This design comes from an exercise in tuning for small area on the open sky130 flow, not from production work. Function was checked by simulation only, so behaviour that the tests miss may differ from the original. The flow treats the clock pin as an ideal source, which a real chip does not have. No activity file was given, so power comes from the tool's default toggle rates.

## v5
==> module cdc_codec, before the edit <==
module cdc_codec (
    input  wire        clk,
    input  wire        rst,
    input  wire        tick,
    input  wire        rx_in,
    output wire        tx_out,
    input  wire        tx_start,
    input  wire [63:0] tx_msg,
    output reg         tx_busy,
    output wire        tx_done,
    input  wire        rx_start,
    output reg         rx_busy,
    output wire        rx_done,
    output reg         rx_valid,
    output reg  [63:0] rx_msg,
    output reg  [4:0]  rx_nnib,
    output reg  [2:0]  cause,
    output reg         cmd_reject
);
    reg [67:0] sr;      
    reg [6:0]  cnt;     
    reg [11:0] t;       
    reg [11:0] d;       
    reg [3:0]  px;      
    reg        sub;     
    reg        f1;      
    reg        f2;      
    reg        done;    
    assign tx_out  = tx_busy & f1;
    assign tx_done = done & f2;
    assign rx_done = done & ~f2;
    wire go     = tick & ~rst;
    wire idle   = ~tx_busy & ~rx_busy;
    wire acc_tx = go & idle & tx_start & ~rx_start;
    wire arm    = go & idle & rx_start & ~tx_start;
    wire arm_ok = arm & ~rx_in;
    wire arm_bz = arm & rx_in;
    wire gtx    = go & tx_busy;
    wire grx    = go & rx_busy;
    wire [11:0] t_inc  = {t[10:0], ~(t[11] ^ t[5] ^ t[3] ^ t[0])};
    wire        t_3999 = (t == 12'h834);     
    wire [11:0] d_inc  = {d[10:0], ~(d[11] ^ d[5] ^ d[3] ^ d[0])};
    wire        d_599  = (d == 12'h3af);     
    wire        d_1799 = (d == 12'h8fc);
    wire        d_2999 = (d == 12'he99);
    wire        d_1400 = (d == 12'h27e);
    wire        d_3999 = (d == 12'h41a);
    wire pphase  = cnt[6];                   
    wire cur_bit = pphase ? (px[3] ^ (&px[2:0])) : sr[67];
    wire found   = (cnt[1:0] == 2'd0) && ((sr[67:64] != 4'd0) || pphase);
    wire tx_sh   = sub ? ~found : d_2999;
    wire tx_fin  = gtx & d_2999 & (cnt == 7'd67);
    wire        cls_bit = f1 & ~d_1400;
    wire        rise    = grx & ~sub & rx_in & ~t_3999;
    wire        hi_on   = grx & sub & rx_in;          
    wire        fall    = grx & sub & ~rx_in;
    wire        rx_bit  = fall & cls_bit;
    wire        cl_win  = grx & ~sub & t_3999 | fall & ~cls_bit & t_3999;
    wire        cl_stk  = hi_on & d_3999;
    wire        close   = cl_win | cl_stk;
    wire [3:0] lst    = sr[3:0];
    wire       par_ok = (px == {~|lst[2:0], ~|lst[1:0], ~lst[0], 1'b1});
    wire       frm_ok = (cnt[1:0] == 2'd0) && (cnt != 7'd124);
    wire       good   = cl_win & frm_ok & par_ok;
    wire sh    = gtx & tx_sh | rx_bit;
    wire sh_in = rx_busy & f2;
    wire sr_h = ~(sh | acc_tx | arm_ok);
    always @(posedge clk)
        sr <= ({68{sh}} & {sr[66:0], sh_in}) | ({68{acc_tx}} & {tx_msg, 4'd0}) |
              ({68{sr_h}} & sr);
    wire       cnt_up = sh & ~(rx_busy & (cnt == 7'd65));
    wire       cnt_h  = ~(cnt_up | acc_tx | arm_ok);
    wire [6:0] cnt_n  = cnt + 7'd1;
    always @(posedge clk)
        cnt <= ({7{cnt_up}} & cnt_n) | {{5{arm_ok}}, 2'b00} | ({7{cnt_h}} & cnt);
    wire px_fb = (tx_busy & pphase) | (px[3] ^ (tx_busy ? sr[67] : f2));
    wire px_h  = ~(sh | acc_tx | arm_ok);
    always @(posedge clk)
        px <= ({4{sh}} & {px[2:0], px_fb}) | ({4{px_h}} & px);
    wire t_clr = arm_ok | rx_bit;
    wire t_up  = grx & ~t_3999 & ~t_clr;
    wire t_h   = ~(t_up | t_clr);
    always @(posedge clk)
        t <= ({12{t_up}} & t_inc) | ({12{t_h}} & t);
    wire d_clr = acc_tx | (gtx & d_2999) | rise;
    wire d_up  = (gtx | hi_on) & ~d_clr;
    wire d_h   = ~(d_up | d_clr);
    always @(posedge clk)
        d <= ({12{d_up}} & d_inc) | ({12{d_h}} & d);
    wire f1_set = acc_tx | gtx & d_2999 | hi_on & d_599;
    wire f1_clr = gtx & ((d_599 & ~cur_bit) | (d_1799 & cur_bit)) | rise;
    always @(posedge clk)
        f1 <= f1_set | (~f1_clr & f1);
    wire f2_set = tx_fin | hi_on & d_1400;
    wire f2_clr = rise | close | arm_bz;
    always @(posedge clk)
        f2 <= f2_set | (~f2_clr & f2);
    wire sub_set = acc_tx | rise;
    wire sub_clr = gtx & sub & found | arm_ok | fall;
    always @(posedge clk)
        sub <= sub_set | (~sub_clr & sub);
    always @(posedge clk)
        tx_busy <= ~rst & (acc_tx | (~tx_fin & tx_busy));
    always @(posedge clk)
        rx_busy <= ~rst & (arm_ok | (~close & rx_busy));
    always @(posedge clk)
        done <= ~rst & (tick ? (tx_fin | close | arm_bz) : done);
    always @(posedge clk)
        cmd_reject <= ~rst & (tick ? ((tx_start | rx_start) & ~idle | tx_start & rx_start) : cmd_reject);
    wire rv_upd = close | arm_bz;
    always @(posedge clk)
        rx_valid <= ~rst & (rv_upd ? good : rx_valid);
    wire [2:0] rx_cause = cl_stk ? 3'd4 : ~frm_ok ? 3'd1 : ~par_ok ? 3'd2 : 3'd0;
    wire [2:0] cause_n  = arm_bz ? 3'd5 : close ? rx_cause : 3'd0;
    wire       cause_u  = tx_fin | close | arm_bz;
    always @(posedge clk)
        cause <= {3{~rst}} & (cause_u ? cause_n : cause);
    always @(posedge clk)
        if (good) begin
            rx_msg  <= sr[67:4];
            rx_nnib <= cnt[6:2];
        end
endmodule
==> flow/config.mk <==
export PLATFORM = sky130hd
export DESIGN_NAME = cdc_codec
export DESIGN_NICKNAME = cdc_codec
export VERILOG_FILES = /design/flow/design.v
export SDC_FILE = /design/flow/constraint.sdc
export NUM_CORES = 4
export LEC_CHECK = 0
export ABC_AREA = 1
export CAP_MARGIN = 20
export CORE_MARGIN = 2
export CORE_UTILIZATION = 60
export PLACE_DENSITY = 0.75
export SLEW_MARGIN = 20
==> flow/constraint.sdc <==
create_clock -name core_clock -period 10.0 [get_ports {clk}]
set_input_delay 2.0000 -clock core_clock [delete_from_list [all_inputs] [get_ports {clk}]]
set_output_delay 2.0000 -clock core_clock [all_outputs]
set_load 0.01 [all_outputs]
standard.sh (not shown) runs the stock make flow with config.mk's settings and CLKGATE_MAP_FILE= SYNTH_SCRIPT=/design/flow/synth_recipe.tcl, a recipe that flattens the netlist after the stock synthesis.
==> flow/flow/run.sh <==
#!/bin/bash
# Layout flow: the standard flow (standard.sh) with three changes to how
# the layout is built:
#  1. after the standard synthesis, its combinational gates are mapped again
#     for area (flow/resynth.sh); the registers are left as they are;
#  2. the port buffers are the smallest buffer (buf_1);
#  3. the clock tree uses small clock buffers and no dummy balancing loads;
#     after it is built, flow/fix_clk.tcl sizes up the clock buffers whose
#     flip-flop clock pins would see a slow edge.
# Each tool's output goes to a log file in this folder.
set -euo pipefail
res=orfs/results/$FLOW_PLATFORM/cdc_codec/base
bash standard.sh synth > flow_synth.log 2>&1
bash flow/resynth.sh $res/1_2_yosys.v
rm -f $res/1_synth.odb $res/1_synth.sdc
bash standard.sh \
  BUFFER_PORTS_ARGS="-buffer_cell sky130_fd_sc_hd__buf_1" \
  POST_CTS_TCL="$PWD/flow/fix_clk.tcl" \
  CTS_ARGS="-sink_clustering_enable -repair_clock_nets -buf_list sky130_fd_sc_hd__clkbuf_4 -dont_use_dummy_load" \
  finish > flow_finish.log 2>&1
Other scripts of this flow, unchanged in this note and not shown: flow/flow/area1.abc, flow/flow/area2.abc, flow/flow/area3.abc, flow/flow/fix_clk.tcl, flow/flow/resynth.sh
> inputs changed (v5 -> v8)
==> flow/design.v <==
module cdc_codec (
    input  wire        clk,
    input  wire        rst,
    input  wire        tick,
    input  wire        rx_in,
    output wire        tx_out,
    input  wire        tx_start,
    input  wire [63:0] tx_msg,
    output reg         tx_busy,
    output wire        tx_done,
    input  wire        rx_start,
    output reg         rx_busy,
    output wire        rx_done,
    output reg         rx_valid,
    output reg  [63:0] rx_msg,
    output reg  [4:0]  rx_nnib,
    output reg  [2:0]  cause,
    output reg         cmd_reject
);
    reg [67:0] sr;      
    reg [6:0]  cnt;     
    reg [11:0] t;       
    reg [11:0] d;       
    reg [3:0]  px;      
    reg        sub;     
    reg        f1;      
    reg        f2;      
    reg        done;    
    assign tx_out  = tx_busy & f1;
    assign tx_done = done & f2;
    assign rx_done = done & ~f2;
    wire go     = tick & ~rst;
    wire idle   = ~tx_busy & ~rx_busy;
    wire acc_tx = go & idle & tx_start & ~rx_start;
    wire arm    = go & idle & rx_start & ~tx_start;
    wire arm_ok = arm & ~rx_in;
    wire arm_bz = arm & rx_in;
    wire gtx    = go & tx_busy;
    wire grx    = go & rx_busy;
    wire [11:0] t_inc  = {t[10:0], ~(t[11] ^ t[5] ^ t[3] ^ t[0])};
    wire        t_599  = (t == 12'h3af);
    wire        t_1799 = (t == 12'h8fc);
    wire        t_2999 = (t == 12'he99);
    wire        t_3999 = (t == 12'h834);     
    wire pphase  = cnt[6];                   
    wire cur_bit = pphase ? (px[3] ^ (&px[2:0])) : sr[67];
    wire found   = (cnt[1:0] == 2'd0) && ((sr[67:64] != 4'd0) || pphase);
    wire tx_sh   = sub ? ~found : t_2999;
    wire tx_fin  = gtx & t_2999 & (cnt == 7'd67);
    wire [11:0] d_inc  = {d[10:0], ~(d[11] ^ d[5] ^ d[3] ^ d[0])};
    wire        d_600  = (d == 12'h3af);
    wire        d_1400 = (d == 12'h27e);
    wire        d_3999 = (d == 12'h41a);
    wire        cls_bit = f1 & ~d_1400;
    wire        rise    = grx & ~sub & rx_in & ~t_3999;
    wire        hi_on   = grx & sub & rx_in;          
    wire        fall    = grx & sub & ~rx_in;
    wire        rx_bit  = fall & cls_bit;
    wire        cl_win  = grx & ~sub & t_3999 | fall & ~cls_bit & t_3999;
    wire        cl_stk  = hi_on & d_3999;
    wire        close   = cl_win | cl_stk;
    wire [3:0] lst    = sr[3:0];
    wire       par_ok = (px == {~|lst[2:0], ~|lst[1:0], ~lst[0], 1'b1});
    wire       frm_ok = (cnt[1:0] == 2'd0) && (cnt != 7'd124);
    wire       good   = cl_win & frm_ok & par_ok;
    wire sh    = gtx & tx_sh | rx_bit;
    wire sh_in = rx_busy & f2;
    wire sr_h = ~(sh | acc_tx | arm_ok);
    always @(posedge clk)
        sr <= ({68{sh}} & {sr[66:0], sh_in}) | ({68{acc_tx}} & {tx_msg, 4'd0}) |
              ({68{sr_h}} & sr);
    wire       cnt_up = sh & ~(rx_busy & (cnt == 7'd65));
    wire       cnt_h  = ~(cnt_up | acc_tx | arm_ok);
    wire [6:0] cnt_n  = cnt + 7'd1;
    always @(posedge clk)
        cnt <= ({7{cnt_up}} & cnt_n) | {{5{arm_ok}}, 2'b00} | ({7{cnt_h}} & cnt);
    wire px_fb = (tx_busy & pphase) | (px[3] ^ (tx_busy ? sr[67] : f2));
    wire px_h  = ~(sh | acc_tx | arm_ok);
    always @(posedge clk)
        px <= ({4{sh}} & {px[2:0], px_fb}) | ({4{px_h}} & px);
    wire t_clr = acc_tx | arm_ok | (gtx & t_2999) | rx_bit;
    wire t_up  = (gtx | grx & ~t_3999) & ~t_clr;
    wire t_h   = ~(t_up | t_clr);
    always @(posedge clk)
        t <= ({12{t_up}} & t_inc) | ({12{t_h}} & t);
    wire d_h = ~(rise | hi_on);
    always @(posedge clk)
        d <= ({12{hi_on}} & d_inc) | ({12{d_h}} & d);
    wire f1_set = acc_tx | gtx & t_2999 | hi_on & d_600;
    wire f1_clr = gtx & ((t_599 & ~cur_bit) | (t_1799 & cur_bit)) | rise;
    always @(posedge clk)
        f1 <= f1_set | (~f1_clr & f1);
    wire f2_set = tx_fin | hi_on & d_1400;
    wire f2_clr = rise | close | arm_bz;
    always @(posedge clk)
        f2 <= f2_set | (~f2_clr & f2);
    wire sub_set = acc_tx | rise;
    wire sub_clr = gtx & sub & found | arm_ok | fall;
    always @(posedge clk)
        sub <= sub_set | (~sub_clr & sub);
    always @(posedge clk)
        tx_busy <= ~rst & (acc_tx | (~tx_fin & tx_busy));
    always @(posedge clk)
        rx_busy <= ~rst & (arm_ok | (~close & rx_busy));
    always @(posedge clk)
        done <= ~rst & (tick ? (tx_fin | close | arm_bz) : done);
    always @(posedge clk)
        cmd_reject <= ~rst & (tick ? ((tx_start | rx_start) & ~idle | tx_start & rx_start) : cmd_reject);
    wire rv_upd = close | arm_bz;
    always @(posedge clk)
        rx_valid <= ~rst & (rv_upd ? good : rx_valid);
    wire [2:0] rx_cause = cl_stk ? 3'd4 : ~frm_ok ? 3'd1 : ~par_ok ? 3'd2 : 3'd0;
    wire [2:0] cause_n  = arm_bz ? 3'd5 : close ? rx_cause : 3'd0;
    wire       cause_u  = tx_fin | close | arm_bz;
    always @(posedge clk)
        cause <= {3{~rst}} & (cause_u ? cause_n : cause);
    always @(posedge clk)
        if (good) begin
            rx_msg  <= sr[67:4];
            rx_nnib <= cnt[6:2];
        end
endmodule
==> notes.md <==
Summary of v8 over v5: logic gate share of total power went down 1.5 points; time the worst path needs with I/O delays and setup picked up an extra 0.046 ns. In the tables for v8 and v5, area growth from synthesis to layout reads higher with v5. | clock latency reported for the late side of the worst-skew pair | v5 vs v8 | ≈ equal |. After detailed routing, v5 needs less wire than v8. On share of the cycle needed by the critical path after routing: between v8 and v5, it ends up lower for v5. v8 gives more number of logic stages on the critical path including buffering than v5 did. Delta (v8 minus v5): synthesized netlist cell count increased 0.81%; total power decreased 63 µW. The run showing the smaller count of cells along the worst register-to-register path is v8. v5 leaves more setup margin than v8. Against v5, v8 comes in about 0.7% higher on die area. On netlist area before placement, v5 beats v8. The combined buffer and inverter count along the critical path number comes out higher for v5 vs v8.

========
Starting RTL as in the previous note.
clock: 10.0 ns
lec_check: 0
abc_area: 1
cap_margin: 20
core_margin: 2
core_utilization: 50
place_density: 0.65
slew_margin: 20
Scripts as last shown in full above: flow/flow/run.sh
Other scripts of this flow, unchanged in this note and not shown: flow/flow/area1.abc, flow/flow/area2.abc, flow/flow/area3.abc, flow/flow/fix_clk.tcl, flow/flow/resynth.sh
Edit:
--- a/flow/design.v
+++ b/flow/design.v
@@ -35,24 +35,25 @@
     wire arm    = go & idle & rx_start & ~tx_start;
     wire arm_ok = arm & ~rx_in;
     wire arm_bz = arm & rx_in;
     wire gtx    = go & tx_busy;
     wire grx    = go & rx_busy;
     wire [11:0] t_inc  = {t[10:0], ~(t[11] ^ t[5] ^ t[3] ^ t[0])};
+    wire        t_599  = (t == 12'h3af);
+    wire        t_1799 = (t == 12'h8fc);
+    wire        t_2999 = (t == 12'he99);
     wire        t_3999 = (t == 12'h834);     
-    wire [11:0] d_inc  = {d[10:0], ~(d[11] ^ d[5] ^ d[3] ^ d[0])};
-    wire        d_599  = (d == 12'h3af);     
-    wire        d_1799 = (d == 12'h8fc);
-    wire        d_2999 = (d == 12'he99);
-    wire        d_1400 = (d == 12'h27e);
-    wire        d_3999 = (d == 12'h41a);
     wire pphase  = cnt[6];                   
     wire cur_bit = pphase ? (px[3] ^ (&px[2:0])) : sr[67];
     wire found   = (cnt[1:0] == 2'd0) && ((sr[67:64] != 4'd0) || pphase);
-    wire tx_sh   = sub ? ~found : d_2999;
-    wire tx_fin  = gtx & d_2999 & (cnt == 7'd67);
+    wire tx_sh   = sub ? ~found : t_2999;
+    wire tx_fin  = gtx & t_2999 & (cnt == 7'd67);
+    wire [11:0] d_inc  = {d[10:0], ~(d[11] ^ d[5] ^ d[3] ^ d[0])};
+    wire        d_600  = (d == 12'h3af);
+    wire        d_1400 = (d == 12'h27e);
+    wire        d_3999 = (d == 12'h41a);
     wire        cls_bit = f1 & ~d_1400;
     wire        rise    = grx & ~sub & rx_in & ~t_3999;
     wire        hi_on   = grx & sub & rx_in;          
     wire        fall    = grx & sub & ~rx_in;
     wire        rx_bit  = fall & cls_bit;
     wire        cl_win  = grx & ~sub & t_3999 | fall & ~cls_bit & t_3999;
@@ -74,24 +75,22 @@
     always @(posedge clk)
         cnt <= ({7{cnt_up}} & cnt_n) | {{5{arm_ok}}, 2'b00} | ({7{cnt_h}} & cnt);
     wire px_fb = (tx_busy & pphase) | (px[3] ^ (tx_busy ? sr[67] : f2));
     wire px_h  = ~(sh | acc_tx | arm_ok);
     always @(posedge clk)
         px <= ({4{sh}} & {px[2:0], px_fb}) | ({4{px_h}} & px);
-    wire t_clr = arm_ok | rx_bit;
-    wire t_up  = grx & ~t_3999 & ~t_clr;
+    wire t_clr = acc_tx | arm_ok | (gtx & t_2999) | rx_bit;
+    wire t_up  = (gtx | grx & ~t_3999) & ~t_clr;
     wire t_h   = ~(t_up | t_clr);
     always @(posedge clk)
         t <= ({12{t_up}} & t_inc) | ({12{t_h}} & t);
-    wire d_clr = acc_tx | (gtx & d_2999) | rise;
-    wire d_up  = (gtx | hi_on) & ~d_clr;
-    wire d_h   = ~(d_up | d_clr);
+    wire d_h = ~(rise | hi_on);
     always @(posedge clk)
-        d <= ({12{d_up}} & d_inc) | ({12{d_h}} & d);
-    wire f1_set = acc_tx | gtx & d_2999 | hi_on & d_599;
-    wire f1_clr = gtx & ((d_599 & ~cur_bit) | (d_1799 & cur_bit)) | rise;
+        d <= ({12{hi_on}} & d_inc) | ({12{d_h}} & d);
+    wire f1_set = acc_tx | gtx & t_2999 | hi_on & d_600;
+    wire f1_clr = gtx & ((t_599 & ~cur_bit) | (t_1799 & cur_bit)) | rise;
     always @(posedge clk)
         f1 <= f1_set | (~f1_clr & f1);
     wire f2_set = tx_fin | hi_on & d_1400;
     wire f2_clr = rise | close | arm_bz;
     always @(posedge clk)
         f2 <= f2_set | (~f2_clr & f2);
The new run went through all stages and came out clean.
Design area rose by 0.77%.
Non-clock buffer count stays the same.
Cell count is higher by 0.36%.
Power shrinks by 3.3%.
Worst setup slack got worse by 0.39 ns.
Fmax fell by 7.9%.
Critical path depth shrinks by 2.
Synthesized cell count goes up by 0.81%.
Clock power is higher by about 3%.

separate check: timing with driven ports:
The results above use ideal ports. As a check the final layouts listed here were re-extracted and re-timed, cells and wires unchanged.
Step 1 (the two cells are an assumption about what drives the block):
set clk [get_ports {clk}]
set_driving_cell -lib_cell sky130_fd_sc_hd__clkbuf_16 $clk
set_driving_cell -lib_cell sky130_fd_sc_hd__buf_2 [delete_from_list [all_inputs] $clk]
Step 2 moves the port delays by t, midway between the first and last clock arrival at a register: inputs arrive t later, outputs are due t later. That takes back most of the time a late clock gives input paths.
Slacks: ideal / step 1 / step 2; pairs: ideal / step 1.
run	shift t [ns]	setup WS [ns]	worst setup path after step 2	worst register clock-pin slew, ns	cell pins on the clock port's net
v5	0.567	5.552 / 5.563 / 4.996	input to register	0.12 / 0.12	1
v8	0.585	5.506 / 5.524 / 4.939	input to register	0.12 / 0.12	1
the first run of note 2	0.573	5.532 / 5.545 / 4.972	input to register	0.12 / 0.12	1
the second run of note 2	0.600	5.147 / 5.137 / 4.537	input to register	0.11 / 0.11	1
After both steps every run listed still meets setup and hold. The setup slack of the second run of note 2, which loses most, moves by -0.010 ns with the drivers and by -0.610 ns with both steps.
